From an optimization exercise on the open Yosys and OpenROAD flow, aimed at small area; shortcuts taken in it are not production practice. Function was checked by simulation only, so behaviour that the tests miss may differ from the original. Power figures rest on the tool's default switching activity, not on a simulated workload.

**run.sh**
```bash
#!/bin/bash
# synth_recipe.tcl (not shown) runs the flow's synth.tcl, then flattens the netlist and writes it again
# the make line also repeats each setting of config.mk as NAME=value (left out here)
make -C /OpenROAD-flow-scripts/flow DESIGN_CONFIG=/design/flow/config.mk WORK_HOME=/design/flow/orfs CLKGATE_MAP_FILE= SYNTH_SCRIPT=/design/flow/synth_recipe.tcl finish
```
**config.mk**
```make
export PLATFORM = sky130hd
export DESIGN_NAME = pcal64_rte
export DESIGN_NICKNAME = pcal64_rte
export VERILOG_FILES = /design/flow/design.v
export SDC_FILE = /design/flow/constraint.sdc
export NUM_CORES = 4
export LEC_CHECK = 0
export CAP_MARGIN = 20
export CORE_MARGIN = 2
export CORE_UTILIZATION = 40
export PLACE_DENSITY = 0.6
export SLEW_MARGIN = 20
```
**constraint.sdc**
```tcl
create_clock -name core_clock -period 10.0 [get_ports {clk}]
set_input_delay 2.0000 -clock core_clock [delete_from_list [all_inputs] [get_ports {clk}]]
set_output_delay 2.0000 -clock core_clock [all_outputs]
set_load 0.01 [all_outputs]
```
**design.v**
```verilog
module pcal64_rte (
    input  wire        clk,
    input  wire        rst,             
    input  wire        addr_sel,        
    input  wire        cmd_valid,
    input  wire [63:0] cmd_word,
    output reg         resp_accepted,
    output reg  [1:0]  resp_reason,
    output reg         bus_req_valid,
    output reg         bus_req_rw,
    output wire [6:0]  bus_req_addr,
    output reg  [7:0]  bus_req_reg,
    output wire [1:0]  bus_req_len,
    output reg  [15:0] bus_req_wdata,
    input  wire        bus_done,
    input  wire        bus_ok,
    input  wire [15:0] bus_rdata,
    input  wire        irq_edge,
    output wire        done_valid,
    output wire [7:0]  done_tag,
    output wire        done_status,
    output wire [15:0] done_value,
    output wire        irq_valid,
    output wire [7:0]  irq_tag,
    output wire        irq_status,
    output wire [15:0] irq_changed,
    output wire [15:0] irq_values
);
    localparam [6:0] DEV_ADDR_0  = 7'h20;
    localparam [6:0] DEV_ADDR_1  = 7'h21;
    localparam [7:0] REG_INPUT   = 8'h00;
    localparam [7:0] REG_OUTPUT  = 8'h02;
    localparam [7:0] REG_CONFIG  = 8'h06;
    localparam [7:0] REG_INTMASK = 8'h4A;
    localparam [7:0] REG_INTSTAT = 8'h4C;
    localparam [4:0] S_IDLE          = 5'd0;
    localparam [4:0] S_RD_DIR        = 5'd1;
    localparam [4:0] S_WR_DIR        = 5'd2;
    localparam [4:0] S_RD_OUT_WR     = 5'd3;
    localparam [4:0] S_WR_OUT_WR     = 5'd4;
    localparam [4:0] S_RD_OUT_TGL    = 5'd5;
    localparam [4:0] S_WR_OUT_TGL    = 5'd6;
    localparam [4:0] S_RD_OUT_BULK   = 5'd7;
    localparam [4:0] S_WR_OUT_BULK   = 5'd8;
    localparam [4:0] S_RD_DIR_BULK   = 5'd9;
    localparam [4:0] S_WR_DIR_BULK   = 5'd10;
    localparam [4:0] S_RD_INT_DIR    = 5'd11;
    localparam [4:0] S_WR_INT_DIR    = 5'd12;
    localparam [4:0] S_RD_INT_MASK   = 5'd13;
    localparam [4:0] S_WR_INT_MASK   = 5'd14;
    localparam [4:0] S_RD_INPUT      = 5'd15;
    localparam [4:0] S_RD_INT_STAT   = 5'd16;
    localparam [4:0] S_SIGNAL_DONE   = 5'd17;
    localparam [3:0] K_NONE        = 4'd0;
    localparam [3:0] K_MODE        = 4'd1;
    localparam [3:0] K_WRITE       = 4'd2;
    localparam [3:0] K_TOGGLE      = 4'd3;
    localparam [3:0] K_BULKWRITE   = 4'd4;
    localparam [3:0] K_BULKTOGGLE  = 4'd5;
    localparam [3:0] K_BULKSETINT  = 4'd6;
    localparam [3:0] K_BULKREAD    = 4'd7;
    localparam [3:0] K_SERVICE     = 4'd8;
    localparam [3:0] OP_MODE       = 4'h1;
    localparam [3:0] OP_WRITE      = 4'h2;
    localparam [3:0] OP_TOGGLE     = 4'h3;
    localparam [3:0] OP_BULKWRITE  = 4'h4;
    localparam [3:0] OP_BULKTOGGLE = 4'h5;
    localparam [3:0] OP_BULKSETINT = 4'h6;
    localparam [3:0] OP_BULKREAD   = 4'h7;
    localparam [3:0] OP_SETIH      = 4'h8;
    localparam [3:0] OP_CLRIH      = 4'h9;
    localparam [1:0] R_NONE        = 2'd0;
    localparam [1:0] R_BUSY        = 2'd1;
    localparam [1:0] R_INVALID_PIN = 2'd2;
    localparam [1:0] R_INVALID_CMD = 2'd3;
    reg [4:0]  state;
    reg [3:0]  kind;
    reg [15:0] pins;
    reg [15:0] pa;
    reg [15:0] pb;
    reg        cb_valid;
    reg [7:0]  cb_tag;
    reg        res_status;
    reg [15:0] res_value;
    reg [15:0] in_snapshot;
    reg        ih_valid;
    reg [7:0]  ih_tag;
    reg        irq_pending;
    reg [6:0]  dev_addr;
    reg [4:0]  state_n;
    reg [3:0]  kind_n;
    reg [15:0] pins_n;
    reg [15:0] pa_n;
    reg [15:0] pb_n;
    reg        cb_valid_n;
    reg [7:0]  cb_tag_n;
    reg        res_status_n;
    reg [15:0] res_value_n;
    reg [15:0] in_snapshot_n;
    reg        ih_valid_n;
    reg [7:0]  ih_tag_n;
    reg        irq_pending_n;
    wire [3:0]  cmd_op   = cmd_word[63:60];
    wire [2:0]  cmd_zero = cmd_word[59:57];
    wire        cmd_cbv  = cmd_word[56];
    wire [7:0]  cmd_tag  = cmd_word[55:48];
    wire [15:0] cmd_c    = cmd_word[47:32];
    wire [15:0] cmd_b    = cmd_word[31:16];
    wire [15:0] cmd_a    = cmd_word[15:0];
    wire cmd_op_legal   = (cmd_op >= OP_MODE) && (cmd_op <= OP_CLRIH);
    wire cmd_invalid    = !cmd_op_legal || (cmd_zero != 3'b000);
    wire cmd_single_pin = (cmd_op == OP_MODE) || (cmd_op == OP_WRITE) ||
                          (cmd_op == OP_TOGGLE);
    wire cmd_bad_pin    = cmd_single_pin && (cmd_a >= 16'd16);
    wire [15:0] cmd_onehot = 16'd1 << cmd_a[3:0];
    function [15:0] merge;
        input [15:0] old;
        input [15:0] mask;
        input [15:0] desired;
        begin
            merge = (old & ~mask) | (mask & desired);
        end
    endfunction
    wire notify = (state == S_SIGNAL_DONE) && !rst;
    assign done_valid  = notify && (kind != K_SERVICE) && cb_valid;
    assign done_tag    = cb_tag;
    assign done_status = res_status;
    assign done_value  = res_value;
    assign irq_valid   = notify && (kind == K_SERVICE) && ih_valid;
    assign irq_tag     = ih_tag;
    assign irq_status  = res_status;
    assign irq_changed = res_status ? 16'h0000 : res_value;
    assign irq_values  = res_status ? 16'h0000 : in_snapshot;
    assign bus_req_addr = dev_addr;
    assign bus_req_len  = 2'd2;
    reg [15:0] merged;
    always @(*) begin
        state_n       = state;
        kind_n        = kind;
        pins_n        = pins;
        pa_n          = pa;
        pb_n          = pb;
        cb_valid_n    = cb_valid;
        cb_tag_n      = cb_tag;
        res_status_n  = res_status;
        res_value_n   = res_value;
        in_snapshot_n = in_snapshot;
        ih_valid_n    = ih_valid;
        ih_tag_n      = ih_tag;
        irq_pending_n = irq_pending;
        bus_req_valid = 1'b0;
        bus_req_rw    = 1'b0;
        bus_req_reg   = 8'h00;
        bus_req_wdata = 16'h0000;
        resp_accepted = 1'b0;
        resp_reason   = R_NONE;
        merged = 16'h0000;
        if (bus_done && (state != S_IDLE) && (state != S_SIGNAL_DONE)) begin
            if (!bus_ok) begin
                res_status_n = 1'b1;
                res_value_n  = 16'h0000;
                state_n      = S_SIGNAL_DONE;
            end else begin
                case (state)
                    S_RD_DIR: begin
                        merged = merge(bus_rdata, pins, pa);
                        if (merged == bus_rdata) begin
                            res_status_n = 1'b0;
                            res_value_n  = 16'h0000;
                            state_n      = S_SIGNAL_DONE;
                        end else begin
                            bus_req_valid = 1'b1;
                            bus_req_rw    = 1'b1;
                            bus_req_reg   = REG_CONFIG;
                            bus_req_wdata = merged;
                            state_n       = S_WR_DIR;
                        end
                    end
                    S_RD_OUT_WR: begin
                        merged = merge(bus_rdata, pins, pa);
                        if (merged == bus_rdata) begin
                            res_status_n = 1'b0;
                            res_value_n  = 16'h0000;
                            state_n      = S_SIGNAL_DONE;
                        end else begin
                            bus_req_valid = 1'b1;
                            bus_req_rw    = 1'b1;
                            bus_req_reg   = REG_OUTPUT;
                            bus_req_wdata = merged;
                            state_n       = S_WR_OUT_WR;
                        end
                    end
                    S_RD_OUT_TGL: begin
                        bus_req_valid = 1'b1;
                        bus_req_rw    = 1'b1;
                        bus_req_reg   = REG_OUTPUT;
                        bus_req_wdata = bus_rdata ^ pins;
                        state_n       = S_WR_OUT_TGL;
                    end
                    S_RD_DIR_BULK: begin
                        bus_req_valid = 1'b1;
                        bus_req_rw    = 1'b1;
                        bus_req_reg   = REG_CONFIG;
                        bus_req_wdata = merge(bus_rdata, pins, pa);
                        state_n       = S_WR_DIR_BULK;
                    end
                    S_WR_DIR_BULK: begin
                        bus_req_valid = 1'b1;
                        bus_req_rw    = 1'b0;
                        bus_req_reg   = REG_OUTPUT;
                        state_n       = S_RD_OUT_BULK;
                    end
                    S_RD_OUT_BULK: begin
                        bus_req_valid = 1'b1;
                        bus_req_rw    = 1'b1;
                        bus_req_reg   = REG_OUTPUT;
                        bus_req_wdata = merge(bus_rdata, pins, pb);
                        state_n       = S_WR_OUT_BULK;
                    end
                    S_RD_INT_DIR: begin
                        bus_req_valid = 1'b1;
                        bus_req_rw    = 1'b1;
                        bus_req_reg   = REG_CONFIG;
                        bus_req_wdata = merge(bus_rdata, pins, pa);
                        state_n       = S_WR_INT_DIR;
                    end
                    S_WR_INT_DIR: begin
                        bus_req_valid = 1'b1;
                        bus_req_rw    = 1'b0;
                        bus_req_reg   = REG_INTMASK;
                        state_n       = S_RD_INT_MASK;
                    end
                    S_RD_INT_MASK: begin
                        bus_req_valid = 1'b1;
                        bus_req_rw    = 1'b1;
                        bus_req_reg   = REG_INTMASK;
                        bus_req_wdata = merge(bus_rdata, pins, pb);
                        state_n       = S_WR_INT_MASK;
                    end
                    S_RD_INPUT: begin
                        in_snapshot_n = bus_rdata;
                        if (kind == K_SERVICE) begin
                            bus_req_valid = 1'b1;
                            bus_req_rw    = 1'b0;
                            bus_req_reg   = REG_INTSTAT;
                            state_n       = S_RD_INT_STAT;
                        end else begin
                            res_status_n = 1'b0;
                            res_value_n  = bus_rdata;
                            state_n      = S_SIGNAL_DONE;
                        end
                    end
                    S_RD_INT_STAT: begin
                        res_status_n = 1'b0;
                        res_value_n  = bus_rdata;
                        state_n      = S_SIGNAL_DONE;
                    end
                    default: begin
                        res_status_n = 1'b0;
                        res_value_n  = 16'h0000;
                        state_n      = S_SIGNAL_DONE;
                    end
                endcase
            end
        end
        if (state == S_SIGNAL_DONE) begin
            cb_valid_n = 1'b0;
            kind_n     = K_NONE;
            state_n    = S_IDLE;
            if (irq_pending) begin
                irq_pending_n = 1'b0;
                kind_n        = K_SERVICE;
                cb_valid_n    = 1'b0;
                bus_req_valid = 1'b1;
                bus_req_rw    = 1'b0;
                bus_req_reg   = REG_INPUT;
                state_n       = S_RD_INPUT;
            end
        end
        if (irq_edge) begin
            irq_pending_n = 1'b1;
            if (state_n == S_IDLE) begin
                irq_pending_n = 1'b0;
                kind_n        = K_SERVICE;
                cb_valid_n    = 1'b0;
                bus_req_valid = 1'b1;
                bus_req_rw    = 1'b0;
                bus_req_reg   = REG_INPUT;
                state_n       = S_RD_INPUT;
            end
        end
        if (cmd_valid) begin
            if (cmd_invalid) begin
                resp_reason = R_INVALID_CMD;
            end else if (cmd_bad_pin) begin
                resp_reason = R_INVALID_PIN;
            end else if (state_n != S_IDLE) begin
                resp_reason = R_BUSY;
            end else begin
                resp_accepted = 1'b1;
                resp_reason   = R_NONE;
                if (cmd_op == OP_SETIH) begin
                    ih_valid_n = 1'b1;
                    ih_tag_n   = cmd_tag;
                end else if (cmd_op == OP_CLRIH) begin
                    ih_valid_n = 1'b0;
                end else begin
                    kind_n     = cmd_op;
                    cb_valid_n = cmd_cbv;
                    if (cmd_cbv)
                        cb_tag_n = cmd_tag;
                    bus_req_valid = 1'b1;
                    bus_req_rw    = 1'b0;
                    case (cmd_op)
                        OP_MODE: begin
                            pins_n      = cmd_onehot;
                            pa_n        = cmd_b[0] ? 16'h0000 : cmd_onehot;
                            bus_req_reg = REG_CONFIG;
                            state_n     = S_RD_DIR;
                        end
                        OP_WRITE: begin
                            pins_n      = cmd_onehot;
                            pa_n        = cmd_b[0] ? cmd_onehot : 16'h0000;
                            bus_req_reg = REG_OUTPUT;
                            state_n     = S_RD_OUT_WR;
                        end
                        OP_TOGGLE: begin
                            pins_n      = cmd_onehot;
                            bus_req_reg = REG_OUTPUT;
                            state_n     = S_RD_OUT_TGL;
                        end
                        OP_BULKWRITE: begin
                            pins_n      = cmd_a;
                            pa_n        = ~cmd_b;
                            pb_n        = cmd_c;
                            bus_req_reg = REG_CONFIG;
                            state_n     = S_RD_DIR_BULK;
                        end
                        OP_BULKTOGGLE: begin
                            pins_n      = cmd_a;
                            bus_req_reg = REG_OUTPUT;
                            state_n     = S_RD_OUT_TGL;
                        end
                        OP_BULKSETINT: begin
                            pins_n      = cmd_a;
                            pa_n        = cmd_a;
                            pb_n        = cmd_b;
                            bus_req_reg = REG_CONFIG;
                            state_n     = S_RD_INT_DIR;
                        end
                        default: begin  
                            bus_req_reg = REG_INPUT;
                            state_n     = S_RD_INPUT;
                        end
                    endcase
                end
            end
        end
        if (rst) begin
            bus_req_valid = 1'b0;
            resp_accepted = 1'b0;
            resp_reason   = R_NONE;
        end
    end
    always @(posedge clk) begin
        if (rst) begin
            state       <= S_IDLE;
            kind        <= K_NONE;
            cb_valid    <= 1'b0;
            ih_valid    <= 1'b0;
            irq_pending <= 1'b0;
            dev_addr    <= addr_sel ? DEV_ADDR_1 : DEV_ADDR_0;
        end else begin
            state       <= state_n;
            kind        <= kind_n;
            cb_valid    <= cb_valid_n;
            ih_valid    <= ih_valid_n;
            irq_pending <= irq_pending_n;
        end
    end
    always @(posedge clk) begin
        if (!rst) begin
            pins        <= pins_n;
            pa          <= pa_n;
            pb          <= pb_n;
            cb_tag      <= cb_tag_n;
            res_status  <= res_status_n;
            res_value   <= res_value_n;
            in_snapshot <= in_snapshot_n;
            ih_tag      <= ih_tag_n;
        end
    end
endmodule
```
==> run summary <==
## final timing paths
kind                    endpoint  slack, ns
setup / recovery  bus_req_reg[2]       2.46
hold / removal           kind[2]       0.47
setup reg to reg       ih_tag[7]       6.00
hold reg to reg          kind[2]       0.47
## layout make-up
cell class                 count  area, sq um  share of cell area, %
clock buffer                  10          229                   2.67
clock inverter                 6         53.8                  0.628
inverter                      18         67.6                  0.788
multi-input combinational    452         2910                   33.9
sequential                   110         3180                   37.1
tap                          216          270                   3.15
timing repair buffer         188         1860                   21.7
## routing by layer
layer / track usage (%) / wire length (um) / vias up
met3: 4.47 / 1360 / 15
li1: - / - / 2623
met1: 34.5 / 9100 / 2531
met2: 32.1 / 8250 / 251
met5: 0 / 0 / -
met4: 6.14 / 231 / 0
## power groups by stage
stage	registers (mW)	logic (mW)	clock network [mW]
finish	0.574	0.401	0.345
detailed placement	0.584	0.398	0
CTS	0.573	0.400	0.354
floorplan	0.556	0.265	0
global route	0.579	0.435	0.371
global placement	0.584	0.398	0
## sequential cells by signal, summed over array words and instances (netlist names)
signal,count
cb_valid,1
irq_pending,1
kind,4
ih_valid,1
pb,16
pa,16
res_value,16
res_status,1
state,5
cb_tag,8
pins,16
ih_tag,8
in_snapshot,16
dev_addr,1
## kinds of logic after synthesis
group / count (synthesis) / synth area share (%)
other: 2 / 0.118
muxes: 18 / 3.17
DFF: 110 / 50.2
buffers and inverters: 68 / 5.27
xor gates and xnor gates: 11 / 1.52
and+or+nand+nor: 255 / 21.7
AOI/OAI and AO/OA: 156 / 18.1
## metrics by stage
step	power (mW)	util [%]	worst slack (ns)	std cells	cell area (sq um)
floorplan	0.821	-	4.20	630	6380
global placement	0.982	52.7	2.58	984	8280
detailed placement	0.982	52.7	2.44	984	8280
CTS	1.33	54.5	2.43	1000	8570
global route	1.38	54.6	2.08	1000	8570
finish	1.32	54.6	2.46	1000	8570
## synthesized netlist by cell type (all sizes together), types with 16 or more instances
cell	instances
edfxtp	98
nand2	68
nor2b	53
nor2	37
o21ai	32
buf	26
clkbuf	24
a21oi	22
and2	18
inv	18
a21o	17
mux2	17
nand3	17
a222oi	16
## tightest hold or removal path, stage by stage, from the launching register on
cell and delay [ns]:
dfxtp_1 0.32, inv_1 0.05, o22ai_1 0.05
==> results.toml <==
[drt]
vias_per_cell = 5.42
drt_iter0_markers = 605
wirelength_um = 18900
vias = 5420
drc = 0
first_pass_iters = 7
postRouteAntennaNets = 0
avgRoutedWirePerCell_um = 18.9

[setup_path]
rr_startpoint = "state[0]"
worstSetupPathDepth = 9
end_kind = "output port"
cp_data_required_time_ns = 8.00
crit_path_top_delay_cell = "nand3_1"
crit_start = "bus_done"
cp.buffers_inverters = 2
slowest_delay_ns = 0.61
cp_top_family = "simple AND/OR/NAND/NOR gates"
cp-start-kind = "input port"
cp_max_fo = 18
crit_chain = "clkdlybuf4s50_1 > and2_0 > nand3_1 > nand3_1 > nand4_2 > nor3_1 > nand3b_1 > o31ai_1 > clkdlybuf4s50_1"
cp.arrival_ns = 5.54
critPathKind = "input port to output port"
reg2regPathDepth = 7

[grt]
track_usage_pct = 22.4
grt_pass1_vias = 5124
grt_start_max_net_pins = 35
antenna_found_initial = 0
overflow = 0
grt_pass1_wl_um = 29000

[layout]
final_cell_mix = "180 x clkdlybuf4s50_1, 98 x edfxtp_1, 68 x nand2_1"
synthToLayoutAreaGrowth_pct = 35.1
drive_gt1_share_pct = 8.04
fill_cells = 1420
diodes = 0
final_common_cell = "clkdlybuf4s50_1"
layout.nets = 866

[power_and_ir_drop]
combPwrFrac_pct = 30.4
switchingPower_uw = 431
pwr-share-clk_pct = 26.2
p_leak_nw = 2.90
p_per_area_nw_per_um2 = 154
swShare_pct = 32.7
power.internal_uw = 889
peakVddDrop_mv = 0.0858
seqPwrFrac_pct = 43.5

[timing]
fin_crit_sh_pct = 75.4
worst_clock_skew_ns = 0.0161
hold_viol = 0
drv_slew = 0
final.min_clock_period_ns = 7.54
setup_viol = 0
hold_ws_ns = 0.468
worstMarginPinSlew_ns = 1.01
fmax_mhz = 133
rsz0062_at_grt = "no"
fin_setup_tns_ns = 0
relSlewSlack_pct = 31.9

[yosys]
yosys_warnings = 1
yosys-top-cells-area = "edfxtp_1 46%, nor2b_1 5.2%, nand2_1 4.0%, dfxtp_1 3.8%, mux2_2 3.0%"
ys.flop_type = "edfxtp_1"
synth.avg_cell_area_sq_um = 10.2
yosysSeqAreaShare_pct = 50.2
syn_area_sq_um = 6340
synth-edff-count = 98
netlist.area_leader.share_pct = 46.4
synth_seq_cells = 110
syn_inst = 620
async_flop_share_pct = 0
yosysTopAreaCell = "edfxtp_1"
ys_types = 67

[floorplanning]
die_y_um = 130
dieArea_sq_um = 16900
start_util_pct = 40.4
core_sq_um = 15700
io_pins = 193
die_x_um = 130
num_rows = 46

[clock_network]
cts_resized = 0
clkTransAtPathRegs_ns = 0.08
postCtsSetupRepairBufs = 0
clockBufferDepth = 2
cts.sinks = 110
cts_tree = "done"
htreeDepth = 3
clock_latency_ns = 0.36
cts_buffers = 9
cts_hold_buffers = 0
clock-root-buffer = "clkbuf_16"

[hold_path]
hold_depth = 2
min-delay-start = "kind[2]"
hold_class = "register to register"

[placement]
hpwl_um = 14400
place_congestion = 0.900
place.port_buffers = 180

[run_status]
status = "no timing/DRC/antenna violations"

[run]
max_cap_viol_count = 0

==> what the ideal ports hide <==
How much do the figures lean on ideal ports? The routed layout below was timed once more, with nothing changed but the port constraints.
Step 1 assumes that a clkbuf_16 drives the clock port and a buf_2 every other input.
Step 2, shift: input delay + t, output delay - t, t = (earliest + latest rising clock arrival at the registers) / 2. This alone moves slack from input paths to output paths.
Slacks: ideal ports / drivers / drivers and shift; pairs: ideal ports / drivers.
t (ns): 0.393
setup slack, ns: 2.463 / 2.439 / 2.439
slew at the worst register clock pin (ns): 0.08 / 0.08
cell pins on the clock port's net: 1
After both steps this run still meets setup and hold. For this run, drivers alone change the setup slack by -0.024 ns; drivers and shift together by -0.024 ns.
